This design comes from an exercise in tuning for small area, a short achievable clock period and few clock cycles per item on the open sky130 flow, not from production work.
Function was checked by simulation only, so behaviour that the tests miss may differ from the original.
No activity file was given, so power comes from the tool's default toggle rates.

--- design/flow/config.mk ---
export PLATFORM = sky130hd
export DESIGN_NAME = f16_core
export DESIGN_NICKNAME = f16_core
export VERILOG_FILES = /design/flow/design.v
export SDC_FILE = /design/flow/constraint.sdc
export NUM_CORES = 4
export LEC_CHECK = 0
export CAP_MARGIN = 20
export CORE_MARGIN = 2
export CORE_UTILIZATION = 40
export SLEW_MARGIN = 20
--- design/flow/constraint.sdc ---
create_clock -name core_clock -period 8.0 [get_ports {clk}]
set_input_delay 1.6000 -clock core_clock [delete_from_list [all_inputs] [get_ports {clk}]]
set_output_delay 1.6000 -clock core_clock [all_outputs]
set_load 0.01 [all_outputs]
--- design/flow/design.v ---
module f16_core (
    input  wire        clk,
    input  wire        rst,         
    input  wire        step,        
    output wire        ready,       
    output wire        mem_req,
    output wire        mem_we,
    output wire [15:0] mem_addr,
    output wire [7:0]  mem_wdata,
    input  wire        mem_gnt,
    input  wire [7:0]  mem_rdata,
    input  wire [3:0]  dbg_sel,
    output wire [15:0] dbg_data
);
    localparam [3:0] S_IDLE  = 4'd0;    
    localparam [3:0] S_FETCH = 4'd1;    
    localparam [3:0] S_LHI   = 4'd2;    
    localparam [3:0] S_LLO   = 4'd3;    
    localparam [3:0] S_JHI   = 4'd4;    
    localparam [3:0] S_JLO   = 4'd5;    
    localparam [3:0] S_REGS  = 4'd6;    
    localparam [3:0] S_ADD   = 4'd7;    
    localparam [3:0] S_AHI   = 4'd8;    
    localparam [3:0] S_ALO   = 4'd9;    
    localparam [3:0] S_REGD  = 4'd10;   
    localparam [3:0] S_WHI   = 4'd11;   
    localparam [3:0] S_WLO   = 4'd12;   
    localparam [3:0] S_RHI   = 4'd13;   
    localparam [3:0] S_RLO   = 4'd14;   
    localparam [3:0] O_MLR = 4'd0;      
    localparam [3:0] O_MRR = 4'd1;      
    localparam [3:0] O_MRM = 4'd2;      
    localparam [3:0] O_MMR = 4'd3;      
    localparam [3:0] O_ADD = 4'd4;      
    localparam [3:0] O_JNE = 4'd5;      
    localparam [3:0] O_PSL = 4'd6;      
    localparam [3:0] O_PSR = 4'd7;      
    localparam [3:0] O_POP = 4'd8;      
    localparam [3:0] O_CLL = 4'd9;      
    localparam [3:0] O_CLR = 4'd10;     
    localparam [3:0] O_RET = 4'd11;     
    reg  [191:0] xr;                    
    reg  [15:0] sfs;
    reg  [3:0]  state;
    reg  [3:0]  op;
    reg  [15:0] t;                      
    reg  [15:0] ma;                     
    reg  [3:0]  c;                      
    reg         ne;                     
    wire [15:0] ip  = xr[16*0 +: 16];
    wire [15:0] acc = xr[16*1 +: 16];
    wire [15:0] sp  = xr[16*10 +: 16];
    wire [15:0] fp  = xr[16*11 +: 16];
    wire [7:0]  b = mem_rdata;
    wire st_idle  = (state == S_IDLE);
    wire st_fetch = (state == S_FETCH);
    wire st_lhi   = (state == S_LHI);
    wire st_llo   = (state == S_LLO);
    wire st_jhi   = (state == S_JHI);
    wire st_jlo   = (state == S_JLO);
    wire st_regs  = (state == S_REGS);
    wire st_add   = (state == S_ADD);
    wire st_ahi   = (state == S_AHI);
    wire st_alo   = (state == S_ALO);
    wire st_regd  = (state == S_REGD);
    wire st_whi   = (state == S_WHI);
    wire st_wlo   = (state == S_WLO);
    wire st_rhi   = (state == S_RHI);
    wire st_rlo   = (state == S_RLO);
    wire dec      = (st_idle & step | st_fetch) & mem_gnt;    
    wire use_ma   = st_whi | st_wlo | st_rhi | st_rlo;
    wire lo_byte  = st_llo | st_jlo | st_alo | st_wlo | st_rlo;
    wire is_cal   = (op == O_CLL) | (op == O_CLR);
    wire is_push  = (op == O_PSL) | (op == O_PSR) | is_cal;
    wire is_pop   = (op == O_POP) | (op == O_RET);
    wire is_ret   = (op == O_RET);
    assign ready    = st_idle;
    assign mem_req  = 1'b1;
    assign mem_addr = use_ma ? ma : ip;
    wire addr_zero = (mem_addr == 16'h0000);
    wire [7:0] bm  = (lo_byte && addr_zero) ? 8'h00 : b;
    wire [15:0] word = {t[15:8], bm};
    function [1:0] mod3_6;
        input [5:0] v;
        reg [3:0] s;
        begin
            s = v[1:0] + v[3:2] + v[5:4];           
            case (s)
                4'd0, 4'd3, 4'd6, 4'd9: mod3_6 = 2'd0;
                4'd1, 4'd4, 4'd7:       mod3_6 = 2'd1;
                default:                mod3_6 = 2'd2;
            endcase
        end
    endfunction
    wire [3:0] bidx = {mod3_6(b[7:2]), b[1:0]};
    wire [3:0] cidx = (c == 4'd10) ? 4'd0 : c;
    wire [3:0] rsel = st_idle ? dbg_sel : ((st_regs | st_add) ? bidx : cidx);
    reg [1:0] ip_rem;                   
    always @(*) begin
        ip_rem = 2'd0;
        if (st_add)
            ip_rem = 2'd1;
        else if (st_regs) begin
            case (op)
                O_MRM:        ip_rem = 2'd3;
                O_MRR, O_ADD: ip_rem = 2'd2;
                default:      ip_rem = 2'd1;
            endcase
        end
    end
    wire [15:0] ipf = ip + {14'd0, ip_rem};
    reg [15:0] rp;
    always @(*) begin
        case (rsel)
            4'd0:  rp = ipf;
            4'd1:  rp = xr[16*1 +: 16];
            4'd2:  rp = xr[16*2 +: 16];
            4'd3:  rp = xr[16*3 +: 16];
            4'd4:  rp = xr[16*4 +: 16];
            4'd5:  rp = xr[16*5 +: 16];
            4'd6:  rp = xr[16*6 +: 16];
            4'd7:  rp = xr[16*7 +: 16];
            4'd8:  rp = xr[16*8 +: 16];
            4'd9:  rp = xr[16*9 +: 16];
            4'd10: rp = xr[16*10 +: 16];
            4'd11: rp = xr[16*11 +: 16];
            4'd12: rp = sfs;
            default: rp = 16'h0000;
        endcase
    end
    assign dbg_data = rp;
    wire        ret_n   = st_rlo & is_ret & (c == 4'd1);    
    wire [15:0] n2      = {word[14:0], 1'b0};
    wire [15:0] ip_inc  = ip + 16'd1;
    wire [15:0] sum     = t + rp;
    wire [15:0] fp_ret  = fp + word;
    wire [15:0] sp_add  = sp + (ret_n ? n2 : 16'hFFFE);
    wire        sfs_sub = ~(st_whi | st_wlo);
    wire [14:0] sfs_op  = ret_n ? ~word[14:0] : (sfs_sub ? 15'h7FFF : 15'h0001);
    wire [15:0] sfs_s   = {sfs[15:1], ret_n} + {sfs_op, ret_n};
    wire [15:0] sfs_pm  = {sfs_s[15:1], sfs[0]};
    wire [15:0] ma_add  = (dec ? ((b == 8'h60) ? fp : sp) : ma) + {14'd0, dec, ~dec};
    wire [15:0] wsrc = is_cal ? ((c == 4'd11) ? sfs_pm : rp) : t;
    assign mem_we    = st_whi | (st_wlo & ~addr_zero);
    assign mem_wdata = st_whi ? wsrc[15:8] : wsrc[7:0];
    reg [3:0] dec_op;
    reg [3:0] dec_st;
    always @(*) begin
        dec_op = O_MLR;
        dec_st = S_IDLE;
        case (b)
            8'h10: begin dec_op = O_MLR; dec_st = S_LHI;  end
            8'h11: begin dec_op = O_MRR; dec_st = S_REGS; end
            8'h12: begin dec_op = O_MRM; dec_st = S_REGS; end
            8'h13: begin dec_op = O_MMR; dec_st = S_AHI;  end
            8'h14: begin dec_op = O_ADD; dec_st = S_REGS; end
            8'h15: begin dec_op = O_JNE; dec_st = S_LHI;  end
            8'h17: begin dec_op = O_PSL; dec_st = S_LHI;  end
            8'h18: begin dec_op = O_PSR; dec_st = S_REGS; end
            8'h1A: begin dec_op = O_POP; dec_st = S_RHI;  end
            8'h5E: begin dec_op = O_CLL; dec_st = S_LHI;  end
            8'h5F: begin dec_op = O_CLR; dec_st = S_REGS; end
            8'h60: begin dec_op = O_RET; dec_st = S_RHI;  end
            default: ;
        endcase
    end
    wire ip_step = mem_gnt & (st_lhi | st_llo | st_jhi | st_regs | st_add |
                              st_ahi | st_alo | st_regd | (st_jlo & ~ne)) | dec;
    wire push_done = mem_gnt & st_wlo & is_push;
    wire pop_hi    = mem_gnt & st_rhi & is_pop;
    wire cal_done  = push_done & is_cal & (c == 4'd11);
    wire ret_mark  = mem_gnt & st_rlo & is_ret & (c == 4'd11);
    wire ret_pop   = mem_gnt & st_rlo & is_ret & (c >= 4'd2) & (c <= 4'd10);
    wire ret_last  = mem_gnt & ret_n;
    wire jmp_take  = mem_gnt & st_jlo & ne;
    wire regd      = mem_gnt & st_regd;
    reg  [11:0] wen;
    always @(*) begin
        wen = 12'd0;
        if (regd)    wen[bidx] = 1'b1;
        if (ret_pop) wen[cidx] = 1'b1;
    end
    wire        nrst    = ~rst;
    wire [15:0] gen_d   = {t[15:8], st_rlo ? bm : t[7:0]} & {16{nrst}};
    wire [15:0] acc_d   = (st_add ? sum : t) & {16{nrst}};
    wire        acc_en  = rst | wen[1] | (mem_gnt & st_add);
    wire        ip_t    = wen[0] & st_regd | cal_done;
    wire        ip_w    = wen[0] & st_rlo  | jmp_take;
    wire        ip_en   = rst | ip_t | ip_w | ip_step;
    wire [15:0] ip_d    = (ip_t ? t : ip_w ? word : ip_inc) & {16{nrst}};
    wire        sp_en   = rst | wen[10] | push_done | pop_hi | ret_last;
    wire [15:0] sp_d    = rst ? 16'hFFFE : wen[10] ? t : pop_hi ? ma : sp_add;
    wire        fp_en   = rst | wen[11] | ret_mark | cal_done;
    wire [15:0] fp_d    = rst ? 16'hFFFE : wen[11] ? t : ret_mark ? fp_ret : sp_add;
    wire        sfs_en  = rst | push_done | pop_hi | ret_last;
    wire [15:0] sfs_d   = sfs_pm & {16{nrst}};
    integer i;
    always @(posedge clk) begin
        if (ip_en)  xr[16*0 +: 16] <= ip_d;
        if (acc_en) xr[16*1 +: 16] <= acc_d;
        for (i = 2; i < 10; i = i + 1)
            if (rst | wen[i]) xr[16*i +: 16] <= gen_d;
        if (sp_en)  xr[16*10 +: 16] <= sp_d;
        if (fp_en)  xr[16*11 +: 16] <= fp_d;
        if (sfs_en) sfs <= sfs_d;
    end
    always @(posedge clk) begin
        if (rst) begin
            state <= S_IDLE;
        end else if (dec) begin
            state <= dec_st;
        end else if (st_idle) begin
            if (step) state <= S_FETCH;
        end else if (mem_gnt) begin
            case (state)
                S_LHI:  state <= S_LLO;
                S_LLO:  state <= (op == O_MLR) ? S_REGD :
                                 (op == O_JNE) ? S_JHI  : S_WHI;
                S_JHI:  state <= S_JLO;
                S_REGS: state <= (op == O_MRR) ? S_REGD :
                                 (op == O_MRM) ? S_AHI  :
                                 (op == O_ADD) ? S_ADD  : S_WHI;
                S_AHI:  state <= S_ALO;
                S_ALO:  state <= (op == O_MRM) ? S_WHI : S_RHI;
                S_WHI:  state <= S_WLO;
                S_WLO:  state <= (is_cal && c != 4'd11) ? S_WHI : S_IDLE;
                S_RHI:  state <= S_RLO;
                S_RLO:  state <= (is_ret && c != 4'd1) ? S_RHI :
                                 is_ret ? S_IDLE : S_REGD;
                default: state <= S_IDLE;       
            endcase
        end
    end
    always @(posedge clk) begin
        if (dec) begin
            op <= dec_op;
            ma <= ma_add;
            c  <= (b == 8'h60) ? 4'd11 : 4'd2;
        end
        if (mem_gnt) begin
            if (st_lhi | st_jhi | st_rhi)
                t[15:8] <= b;
            if (st_llo | st_rlo)
                t[7:0] <= bm;
            if (st_regs)
                t <= rp;
            if (st_llo)
                ne <= (word != acc);
            if (st_lhi | st_llo | st_regs)
                ma <= sp;
            if (st_ahi)
                ma[15:8] <= b;
            if (st_alo)
                ma[7:0] <= bm;
            if (st_whi | st_rhi | st_rlo)
                ma <= ma_add;
            if (st_wlo)
                ma <= sp_add;
            if (st_wlo)
                c <= c + 4'd1;
            if (st_rlo)
                c <= c - 4'd1;
        end
    end
endmodule
--- design/flow/run.sh ---
#!/bin/bash
# synth_recipe.tcl (not shown) runs the flow's synth.tcl, then flattens the netlist and writes it again
# the make line also repeats each setting of config.mk as NAME=value (left out here)
make -C /OpenROAD-flow-scripts/flow DESIGN_CONFIG=/design/flow/config.mk WORK_HOME=/design/flow/orfs CLKGATE_MAP_FILE= SYNTH_SCRIPT=/design/flow/synth_recipe.tcl finish
==> flow_metrics.py <==
metrics = {
    "outcome": {
        "status": "timing/DRC/antenna clean",
    },
    "clock_network": {
        "cts_inserted_buffers": 31,
        "clock_path_buffers": 3,
        "postCtsHoldBufs": 0,
        "h-tree-depth": 1,
        "tritoncts": "built",
        "clock_sinks": 253,
        "clkLatencyLatePin_ps": 600,
        "clkSlewWorstSetupHoldPaths_ps": 70,
        "root_buffer": "clkbuf_16",
    },
    "worst_setup_path": {
        "slowest_delay_ps": 480,
        "crit_chain": "clkdlybuf4s50_1 > inv_1 > fa_1 > inv_1 > ha_2 > inv_1 > ha_1 > and2_1 > a221o_1 > o21ai_4 > buf_12 > buf_4 > a2111oi_4 > buf_4 > buf_12 > a222oi_1 > nor4b_4 > buf_4 > buf_4 > inv_1 > clkdlybuf4s50_1",
        "crit_cells": 21,
        "critical_path.endpoint": "dbg_data[10]",
        "critPathCaptureType": "output port",
        "arrival_ps": 6270,
        "crit_fanout": 9,
        "crit_family": "buffers and inverters",
        "reg2reg_slack_ps": 1800,
        "critPathLaunch": "mem_rdata[2]",
        "required_ps": 6400,
        "path_class": "in2out",
        "r2r_cells": 22,
        "cp_slowest_cell": "clkdlybuf4s50_1",
        "reg2reg_to": "xr[30]",
        "crit_buf_inv": 12,
        "worstReg2RegStart": "state[2]",
        "setup.worst_path.start_class": "primary input",
    },
    "final_layout": {
        "final_common_cell": "nand2_1",
        "nets": 2251,
        "mostFrequentLayoutCells": "nand2_1, edfxtp_1, buf_4",
        "multi_input_area_um2": 10500,
        "fillCellCount": 4322,
        "areaGrowthSynthToFinish_pct": 18.7,
        "final_cell_count_no_fill": 2777,
        "finish.utilization": 0.483,
        "drive_gt1_frac": 0.156,
        "seq_area_um2": 7360,
    },
    "grt": {
        "grt_start_max_net_pins": 72,
        "grt_pass1_wl_um": 119000,
        "antenna_found_initial": 3,
        "gr-total-overflow": 0,
        "grt_use_total": 0.345,
        "grt_pass1_vias": 16700,
    },
    "floorplanning": {
        "die_area_um2": 48000,
        "die_h_um": 219,
        "rows": 78,
        "start_util": 0.407,
        "core_um2": 45500,
        "chipWidth_um": 219,
        "pin_count": 59,
    },
    "placed_design": {
        "placedCellCount": 2707,
        "place_congestion": 1.03,
        "portBuffers": 57,
        "hpwlAfterDp_um": 63900,
    },
    "power": {
        "p_per_area_nw_per_um2": 426,
        "cellLeakagePower_nw": 8.18,
        "peakVddDrop_v": 0.000294,
    },
    "yosys": {
        "synth-simple-area-share": 0.195,
        "syn_area_um2": 18500,
        "synth_edf_count": 229,
        "yosysSeqAreaShare": 0.398,
        "synth_top_family_by_area": "compound AO/OA/AOI/OAI gates",
        "postSynthAreaPerCell_um2": 9.24,
        "synthMuxAreaShare": 0.0404,
        "synth_nets": 2103,
        "synth_seq_cells": 253,
        "synth-xor-area-share": 0.0535,
        "synth_cell_types": 105,
        "yosysTopAreaCell": "edfxtp_1",
        "syn_inst": 2002,
        "async_flop_share": 0,
        "synth_fa_ha_area_frac": 0.0603,
        "synth_area_leaders": "edfxtp_1, ha_1, nand2_1",
        "synth_top_area_frac": 0.372,
        "synthFlopType": "edfxtp_1",
        "synth_compound_area_frac": 0.211,
        "yosysWarnings": 1,
    },
    "routing": {
        "drc": 0,
        "via_per_inst": 6.54,
        "drtPass1Iterations": 7,
        "drt_wl_total_um": 83600,
        "first_iter_violations": 2791,
        "drtAntennaViolNets": 0,
        "vias": 18200,
        "wl_per_cell_um": 30.1,
    },
    "worst_hold_path": {
        "holdCritPathClass": "reg2reg",
    },
    "sta": {
        "hold_viol": 0,
        "fin_setup_tns_ps": 0,
        "skew_ps": 24.5,
        "post-route-period-util": 0.984,
        "setup_viol": 0,
        "period_needed_ps": 7870,
        "fmax_mhz": 127,
        "slew_headroom": 0.205,
        "tightest_slew_ps": 1190,
        "drv_slew": 0,
    },
    "job": {
        "drv_cap": 0,
    },
}
## cell type report
class                   count  share of cell area
flip-flops and latches    253               0.335
inverters                  50             0.00878
well taps                 600              0.0342
clock inverters            25              0.0126
repair buffers            247              0.0959
diodes                      3            0.000342
clock buffers              32              0.0355
multi-input cells        1567               0.477
## worst reg2reg max path: cells and delay by family, from the launching register on
family / cells / cell delay (ps)
AOI/OAI and AO/OA: 11 / 1980
adders and majority gates: 1 / 460
buffers and inverters: 6 / 1330
and+or+nand+nor: 3 / 1550
DFF: 1 / 470
xor gates and xnor gates: 1 / 160
## power breakdown
group	switching [mW]	total (mW)	internal, mW
clock	0.637	1.48	0.847
combinational	3.37	5.86	2.49
sequential	0.301	2.01	1.71
total	4.31	9.35	5.05
## metal layers
layer | vias up | global-route usage | part of all wire
li1 | 7885 | - | -
met1 | 8753 | 0.467 | 0.39
met2 | 1249 | 0.516 | 0.43
met3 | 274 | 0.0516 | 0.10
met4 | 2 | 0.219 | 0.075
met5 | - | 0 | 0.000084
## how the worst min path moves through the flow
stage / slack (ps) / start / endpoint / cells past startpoint
finish: 580 / ma[1] / ma[1] / 2
detailed placement: 560 / ma[1] / ma[1] / 2
floorplan: 480 / ma[7] / ma[7] / 2
global route: 630 / ma[1] / ma[1] / 2
CTS: 580 / ma[1] / ma[1] / 2
global placement: 560 / ma[1] / ma[1] / 2
## synth_stat cells, drive strengths merged, types with 9 or more instances
cell,number
a2111oi,15
a211oi,30
a21o,16
a21oi,134
a221o,14
a221oi,17
a222oi,22
a22o,12
a22oi,27
a31oi,28
and2,16
and3,23
buf,41
clkbuf,91
dfxtp,24
edfxtp,229
ha,78
inv,47
mux2,27
mux2i,42
nand2,243
nand2b,21
nand3,86
nand4,24
nor2,171
nor2b,21
nor3,59
nor3b,9
nor4,21
o211ai,44
o21a,11
o21ai,95
or3,17
xnor2,65
xor2,48
## cell families (layout without fill, tap and decap cells)
kind of cell / count (synthesis) / count (layout)
simple gates: 747 / 747
mux: 70 / 70
xor+xnor: 113 / 113
flops: 253 / 253
fa+ha+maj: 85 / 85
compound gates: 551 / 551
buf+inv: 182 / 354
other cells: 1 / 4
## metrics by stage
step                power [mW]  setup WS, ps  instance area (um^2)  hold slack (ps)
finish                    9.35           125                 21900              583
CTS                       9.18          7.14                 21800              579
global route              9.75         -3.61                 21900              629
detailed placement        7.63          -472                 20700              564
floorplan                 5.06           709                 18500              485
global placement          7.60          -500                 20700              562
## sequential cells by signal, indices dropped and copies added, names as in the netlist
| signal | count |
|---|---|
| ma | 16 |
| ne | 1 |
| t | 16 |
| c | 4 |
| sfs | 16 |
| xr | 192 |
| state | 4 |
| op | 4 |
## repair_timing
action,in CTS,in global routing
gates resized for setup,10,20
cloned,0,1
pin swaps,6,5
endpoints found under the setup margin,11,14
buffers inserted,4,5
Testbench counts, summed over its fixed seeds: cycles 112,384, instrs 24,000.

re-timing with driven ports:
No port has a modelled driver above. Below, the same layout with a new extraction and two added sets of constraints. Step 1: set_driving_cell puts a clkbuf_16 on clk and a buf_2 on each other input, an assumption about the parent block. Step 2, shift: input delay + t, output delay - t, t = (earliest + latest rising clock arrival at the registers) / 2. This alone moves slack from input paths to output paths. Slacks: ideal / step 1 / step 2; pairs: ideal / step 1.
shift t [ns]: 0.639
slack for setup (ns): 0.125 / 0.098 / 0.026
worst setup path after step 2: input to register
After both steps setup and hold are still met in this run. The setup slack of this run moves by -0.027 ns with the drivers and by -0.099 ns with both steps.
